Context: an optimization exercise on an open-source flow, tuned for small area, a short achievable clock period and few clock cycles per item. The choices shown serve that exercise and are no tape-out recipe.
Where RTL was checked, it was by simulation tests only, not by an equivalence proof against the original.
No activity file was given, so power comes from the tool's default toggle rates.

==> flow/design.v (excerpt) <==
module ct_meas (
    input  wire        clk,
    input  wire        rst,         
    input  wire        start,       
    input  wire        mode,        
    input  wire [1:0]  chan,        
    input  wire [15:0] raw,         
    output wire        ready,
    output reg         done,
    output reg         accept,
    output reg  [1:0]  chan_next,
    output wire [34:0] ohms,
    output wire [15:0] vmv,
    output wire [27:0] digits,      
    output reg         alert
);
Size in the first run: ~130 flip-flops, roughly 110 I/O pins, about 0.012 mm² of cells after synthesis.
export LEC_CHECK = 0
export CAP_MARGIN = 20
export CORE_MARGIN = 2
export CORE_UTILIZATION = 40
export SLEW_MARGIN = 20
create_clock -name core_clock -period 10.0 [get_ports {clk}]
run.sh (not shown) runs the stock make flow with config.mk's settings and CLKGATE_MAP_FILE= SYNTH_SCRIPT=/design/flow/synth_recipe.tcl, a recipe that flattens the netlist after the stock synthesis.
The baseline finished but fails on setup timing.
Next try:
--- a/flow/design.v
+++ b/flow/design.v
@@ -15,16 +15,38 @@
     output reg         alert
 );
     localparam [1:0] S_IDLE = 2'd0,
                      S_INIT = 2'd1,
                      S_DIV  = 2'd2,
                      S_CORR = 2'd3;
     localparam [26:0] VDIV = 27'd48904255;     
     reg [1:0]  state;
+    function automatic [26:0] add27(input [26:0] a, input [26:0] b, input ci);
+        integer n;
+        reg c;
+        begin
+            c = ci;
+            for (n = 0; n < 27; n = n + 1) begin
+                add27[n] = a[n] ^ b[n] ^ c;
+                c = (a[n] & b[n]) | (c & (a[n] ^ b[n]));
+            end
+        end
+    endfunction
+    function automatic [34:0] add35(input [34:0] a, input [34:0] b, input ci);
+        integer n;
+        reg c;
+        begin
+            c = ci;
+            for (n = 0; n < 35; n = n + 1) begin
+                add35[n] = a[n] ^ b[n] ^ c;
+                c = (a[n] & b[n]) | (c & (a[n] ^ b[n]));
+            end
+        end
+    endfunction
     reg [15:0] s;
     reg [1:0]  ch;
     reg        md;
     reg        slo, shi;       
     reg        al;             
     reg        nodiv;          
     reg [26:0] rem;            
     reg [5:0]  cnt;            
@@ -115,27 +137,27 @@
     end
     wire [14:0] vtail = neg ? 15'd25600 : 15'd8192;
     wire [5:0]  kidx  = cnt_nx - 6'd17;
     wire        xb_nx = md ? vtail[cnt_nx[3:0] - 4'd1]
                            : (cnt_nx >= 6'd17 && kc[kidx[4:0]]);
     wire        sgn   = rem[26];
     wire [26:0] t     = {rem[25:0], xb};
     wire [26:0] dvs   = md ? VDIV : {11'd0, s};
-    wire [26:0] rem_n = t + (dvs ^ {27{!sgn}}) + {26'd0, !sgn};
+    wire [26:0] rem_n = add27(t, dvs ^ {27{!sgn}}, !sgn);
     wire        qb    = !rem_n[26];
     reg [27:0] bcd_adj;
     integer i;
     always @(*) begin
         for (i = 0; i < 7; i = i + 1)
             bcd_adj[4*i +: 4] = (bcd[4*i +: 4] >= 4'd5) ? bcd[4*i +: 4] + 4'd3
                                                         : bcd[4*i +: 4];
     end
     wire [34:0] addk  = md ? 35'd0 : (35'd0 - {15'd0, kc});
-    wire [34:0] q_cor = q + addk + {34'd0, !md && qd};
+    wire [34:0] q_cor = add35(q, addk, !md && qd);
     reg [27:0] kb;
     always @(*) begin
         case ({md, ch})
             3'd0:    kb = 28'h9999014;
             3'd1:    kb = 28'h9990250;
             3'd2:    kb = 28'h9900000;
             3'd3:    kb = 28'h9332000;
             default: kb = 28'h0000000;
Result:
- The changed run produced a layout that fails on setup timing
- total power shrinks by 14%
- setup slack loses 2.6 ns
- wire length shrinks by 17%
- maximum frequency shrinks by 20%
- die area shrinks by 10%
- combinational power shrinks by 19%
No run of this note included a check of the RTL's function; only the layout flow was run.

========
The RTL this note starts from:
==> flow/design.v <==
module ct_meas (
    input  wire        clk,
    input  wire        rst,         
    input  wire        start,       
    input  wire        mode,        
    input  wire [1:0]  chan,        
    input  wire [15:0] raw,         
    output wire        ready,
    output reg         done,
    output reg         accept,
    output reg  [1:0]  chan_next,
    output wire [34:0] ohms,
    output wire [15:0] vmv,
    output wire [27:0] digits,      
    output reg         alert
);
    localparam [1:0] F_IDLE = 2'd0,
                     F_INIT = 2'd1,
                     F_DIV  = 2'd2;
    localparam [26:0] VDIV = 27'd48904255;     
    reg [1:0]  state;
    reg [15:0] s;
    reg [1:0]  ch;
    reg        md;
    reg        slo, shi;       
    reg        nodiv;          
    reg [26:0] rem;            
    reg [5:0]  cnt;            
    reg        first;          
    reg        xb;             
    reg        qd;             
    reg [34:0] q;
    reg [27:0] bcd;
    reg        fin;            
    reg        b_md, b_neg, b_acc, b_al;
    reg [1:0]  b_ch, b_cn;
    reg        vneg;           
    wire neg  = s[15];
    wire last = (cnt == 6'd1);
    assign ohms   = q;
    assign vmv    = q[15:0] ^ {16{vneg}};
    assign digits = bcd;
    assign ready = (state == F_IDLE) || (state == F_INIT && nodiv) ||
                   (state == F_DIV && last);
    wire take = start && ready;
    wire signed [15:0] sraw = raw;
    wire in_lo  = (sraw <= 16'sd8000);
    wire in_hi  = (sraw >= 16'sd24000);
    wire in_pos = !raw[15] && (raw != 16'd0);
    wire in_acc = (!in_lo && !in_hi) || (chan == 2'd3 && in_lo) ||
                  (chan == 2'd0 && in_hi);
    wire in_nodiv = !mode && (!in_acc || !in_pos);
    wire       acc_i = md || (!slo && !shi) || (ch == 2'd3 && slo) ||
                       (ch == 2'd0 && shi);
    wire [1:0] cn_i  = (md || acc_i) ? ch : slo ? ch + 2'd1 : ch - 2'd1;
    wire [1:0] lsel = s[14] ? 2'd3 : (s[13] || ch != 2'd3) ? 2'd2 : s[12] ? 2'd1 : 2'd0;
    reg [15:0] r_init;
    reg [5:0]  k_init;
    reg        x_init;
    always @(*) begin
        case ({ch, lsel})
            {2'd0, 2'd3}: begin r_init = 16'd15776; k_init = 6'd12; x_init = 1'b0; end
            {2'd0, 2'd2}: begin r_init = 16'd7888; k_init = 6'd13; x_init = 1'b0; end
            {2'd1, 2'd3}: begin r_init = 16'd9750; k_init = 6'd16; x_init = 1'b0; end
            {2'd1, 2'd2}: begin r_init = 16'd4875; k_init = 6'd17; x_init = 1'b0; end
            {2'd2, 2'd3}: begin r_init = 16'd12500; k_init = 6'd19; x_init = 1'b0; end
            {2'd2, 2'd2}: begin r_init = 16'd6250; k_init = 6'd20; x_init = 1'b0; end
            {2'd3, 2'd3}: begin r_init = 16'd10437; k_init = 6'd22; x_init = 1'b1; end
            {2'd3, 2'd2}: begin r_init = 16'd5218; k_init = 6'd23; x_init = 1'b1; end
            {2'd3, 2'd1}: begin r_init = 16'd2609; k_init = 6'd24; x_init = 1'b0; end
            {2'd3, 2'd0}: begin r_init = 16'd0; k_init = 6'd36; x_init = 1'b1; end
            default: begin r_init = 16'bx; k_init = 6'bx; x_init = 1'bx; end
        endcase
    end
    wire [26:0] rem_init = md ? {1'b0, {s, 10'd746} ^ {26{neg}}} : {11'd0, r_init};
    wire [5:0]  cnt_init = md ? 6'd15 : k_init;
    wire        xb_init  = md ? neg : x_init;
    reg [19:0] kc;
    always @(*) begin
        case (ch)
            2'd0:    kc = 20'd986;
            2'd1:    kc = 20'd9750;
            2'd2:    kc = 20'd100000;
            default: kc = 20'd668000;
        endcase
    end
    wire [3:0]  vidx  = cnt[3:0] - 4'd2;
    wire [14:0] vtail = neg ? 15'd25600 : 15'd8192;
    wire [5:0]  kidx  = cnt - 6'd18;
    wire        xb_nx = (state == F_INIT) ? xb_init :
                        md ? (cnt >= 6'd2 && vtail[vidx])
                           : (cnt >= 6'd18 && kc[kidx[4:0]]);
    reg [27:0] kb6;
    always @(*) begin
        case ({b_md, b_ch})
            3'd0:    kb6 = 28'hFFFF67A;    
            3'd1:    kb6 = 28'hFFF68B6;    
            3'd2:    kb6 = 28'hFF66666;    
            3'd3:    kb6 = 28'hF998666;    
            default: kb6 = 28'h6666666;
        endcase
    end
    wire        sgn   = rem[26];
    wire [26:0] t     = {rem[25:0], xb};
    wire [26:0] dvs   = md ? VDIV : {11'd0, s};
    wire [27:0] ad_w  = {t, 1'b1} + {dvs ^ {27{!sgn}}, !sgn};    
    wire [26:0] ad_s  = ad_w[27:1];
    wire [26:0] rem_n = ad_s;
    wire        qb    = !ad_s[26];
    reg [27:0] bcd_adj;
    reg [3:0]  dd;
    integer i;
    always @(*) begin
        for (i = 0; i < 7; i = i + 1) begin
            dd = bcd[4*i +: 4];
            bcd_adj[4*i+3] = dd[3] | (dd[2] & dd[1]) | (dd[2] & dd[0]);
            bcd_adj[4*i+2] = (dd[3] & dd[0]) | (dd[2] & !dd[1] & !dd[0]);
            bcd_adj[4*i+1] = (dd[3] & !dd[0]) | (!dd[2] & dd[1]) | (dd[1] & dd[0]);
            bcd_adj[4*i+0] = (dd[3] & !dd[0]) | (!dd[3] & !dd[2] & dd[0]) |
                             (dd[2] & dd[1] & !dd[0]);
        end
    end
    wire qin = md ? qb : (qd && !first);
    reg [19:0] kneg;
    always @(*) begin
        case ({b_md, b_ch})
            3'd0:    kneg = 20'd1047590;  
            3'd1:    kneg = 20'd1038826;  
            3'd2:    kneg = 20'd948576;   
            3'd3:    kneg = 20'd380576;   
            default: kneg = 20'd0;
        endcase
    end
    wire [21:0] lo_w  = {1'b0, q[19:0], 1'b1} + {1'b0, kneg, !b_md && qd};
    wire [20:0] lo_s  = lo_w[21:1];
    wire [14:0] hi_m1 = q[34:20] - 15'd1;
    wire [34:0] q_cor = {(!b_md && !lo_s[20]) ? hi_m1 : q[34:20], lo_s[19:0]};
    wire [29:0] bc_w  = {1'b0, bcd, 1'b1} + {1'b0, kb6, b_md ? b_neg : qd};
    wire [27:0] xs    = bc_w[28:1];
    wire [6:0]  dcy;
    genvar g;
    generate
        for (g = 0; g < 6; g = g + 1) begin : dcarry
            assign dcy[g] = xs[4*g+4] ^ bcd[4*g+4] ^ kb6[4*g+4];
        end
    endgenerate
    assign dcy[6] = bc_w[29];
    reg [27:0] bcd_cor;
    always @(*) begin
        for (i = 0; i < 7; i = i + 1)
            bcd_cor[4*i +: 4] = dcy[i] ? xs[4*i +: 4] : xs[4*i +: 4] - 4'd6;
    end
    always @(posedge clk) begin
        if (take) begin
            s     <= raw;
            ch    <= chan;
            md    <= mode;
            slo   <= in_lo;
            shi   <= in_hi;
            nodiv <= in_nodiv;
        end
        rem   <= (state == F_INIT) ? rem_init : rem_n;
        cnt   <= (state == F_INIT) ? cnt_init : cnt - 6'd1;
        xb    <= xb_nx;
        qd    <= qb;
        first <= (state == F_INIT);
        if (state == F_INIT) begin
            b_md  <= md;
            b_neg <= neg;
            b_ch  <= ch;
            b_acc <= acc_i;
            b_cn  <= cn_i;
            b_al  <= !md && ch == 2'd0 && !neg && s >= 16'd30295;
        end
        if (fin) begin
            q         <= q_cor;
            bcd       <= bcd_cor;
            accept    <= b_acc;
            chan_next <= b_cn;
            vneg      <= b_md && b_neg;
            alert     <= b_al;
        end else if (first) begin
            q   <= {34'd0, qin};
            bcd <= {27'd0, qin};
        end else begin
            q   <= {q[33:0], qin};
            bcd <= {bcd_adj[26:0], qin};
        end
        if (rst) begin
            state <= F_IDLE;
            fin   <= 1'b0;
            done  <= 1'b0;
        end else begin
            done <= fin;
            fin  <= (state == F_INIT && nodiv) || (state == F_DIV && last);
            case (state)
                F_IDLE: if (take) state <= F_INIT;
                F_INIT: state <= nodiv ? (take ? F_INIT : F_IDLE) : F_DIV;
                default: if (last) state <= take ? F_INIT : F_IDLE;
            endcase
        end
    end
endmodule
clock: 10.0 ns
lec_check: 0
cap_margin: 20
core_margin: 2
core_utilization: 40
setup_slack_margin: 5
slew_margin: 20
standard.sh (not shown) runs the stock make flow with config.mk's settings and CLKGATE_MAP_FILE= SYNTH_SCRIPT=/design/flow/synth_recipe.tcl, a recipe that flattens the netlist after the stock synthesis.
==> flow/flow/run.sh <==
#!/bin/bash
set -euo pipefail
MARGIN=$(cat flow/margin.txt)
bash standard.sh SETUP_SLACK_MARGIN="$MARGIN" finish > flow_standard.log 2>&1
==> flow/flow/margin.txt <==
6.5
The starting point produced a clean layout.
Testbench counts at the start, summed over its fixed seeds: cycles 30,778, items 2,048.
Next try:
--- a/flow/design.v
+++ b/flow/design.v
@@ -103,9 +103,12 @@
     wire        sgn   = rem[26];
     wire [26:0] t     = {rem[25:0], xb};
     wire [26:0] dvs   = md ? VDIV : {11'd0, s};
-    wire [27:0] ad_w  = {t, 1'b1} + {dvs ^ {27{!sgn}}, !sgn};    
-    wire [26:0] ad_s  = ad_w[27:1];
-    wire [26:0] rem_n = ad_s;
+    wire [26:0] ad_a  = fin ? bcd[26:0] : t;
+    wire [26:0] ad_b  = fin ? kb6[26:0] : (dvs ^ {27{!sgn}});
+    wire        ad_c  = fin ? (b_md ? b_neg : qd) : !sgn;
+    wire [28:0] ad_w  = {1'b0, ad_a, 1'b1} + {1'b0, ad_b, ad_c};    
+    wire [27:0] ad_s  = ad_w[28:1];
+    wire [26:0] rem_n = ad_s[26:0];
     wire        qb    = !ad_s[26];
     reg [27:0] bcd_adj;
     reg [3:0]  dd;
@@ -135,8 +138,7 @@
     wire [20:0] lo_s  = lo_w[21:1];
     wire [14:0] hi_m1 = q[34:20] - 15'd1;
     wire [34:0] q_cor = {(!b_md && !lo_s[20]) ? hi_m1 : q[34:20], lo_s[19:0]};
-    wire [29:0] bc_w  = {1'b0, bcd, 1'b1} + {1'b0, kb6, b_md ? b_neg : qd};
-    wire [27:0] xs    = bc_w[28:1];
+    wire [27:0] xs    = {bcd[27] ^ kb6[27] ^ ad_s[27], ad_s[26:0]};
     wire [6:0]  dcy;
     genvar g;
     generate
@@ -144,7 +146,7 @@
             assign dcy[g] = xs[4*g+4] ^ bcd[4*g+4] ^ kb6[4*g+4];
         end
     endgenerate
-    assign dcy[6] = bc_w[29];
+    assign dcy[6] = (bcd[27] & kb6[27]) | (ad_s[27] & (bcd[27] ^ kb6[27]));
     reg [27:0] bcd_cor;
     always @(*) begin
         for (i = 0; i < 7; i = i + 1)
What happened: Clock skew went up by 4.5 ps; wire length went up by 9.1%; register-to-register slack gets worse by 220 ps; die area went down by about 3%; worst setup slack gets worse by 220 ps.
Function not checked in the second run of this note: the RTL went through the layout flow alone.

## separate check: timing with driven ports
In the flow no input, the clock included, has a driving cell. The finished layouts below were timed again as built, in two steps. Step 1: set_driving_cell puts a clkbuf_16 on clk and a buf_2 on each other input, an assumption about the parent block. Step 2, shift: input delay + t, output delay - t, t = (earliest + latest rising clock arrival at the registers) / 2. This alone moves slack from input paths to output paths. Slacks: ideal / step 1 / step 2; pairs: ideal / step 1.
run | t, ns | setup WS [ns] | latest minus earliest clock arrival (ns)
the first run of note 1 | 0.474 | -0.644 / -0.644 / -0.644 | 0.014 / 0.014
the second run of note 1 | 0.475 | -3.240 / -3.240 / -3.240 | 0.012 / 0.012
the first run of note 2 | 0.473 | 6.310 / 6.310 / 6.198 | 0.015 / 0.015
the second run of note 2 | 0.479 | 6.093 / 6.093 / 6.093 | 0.017 / 0.017
The setup slack of the first run of note 2, which loses most, moves by 0.000 ns with the drivers and by -0.112 ns with both steps.
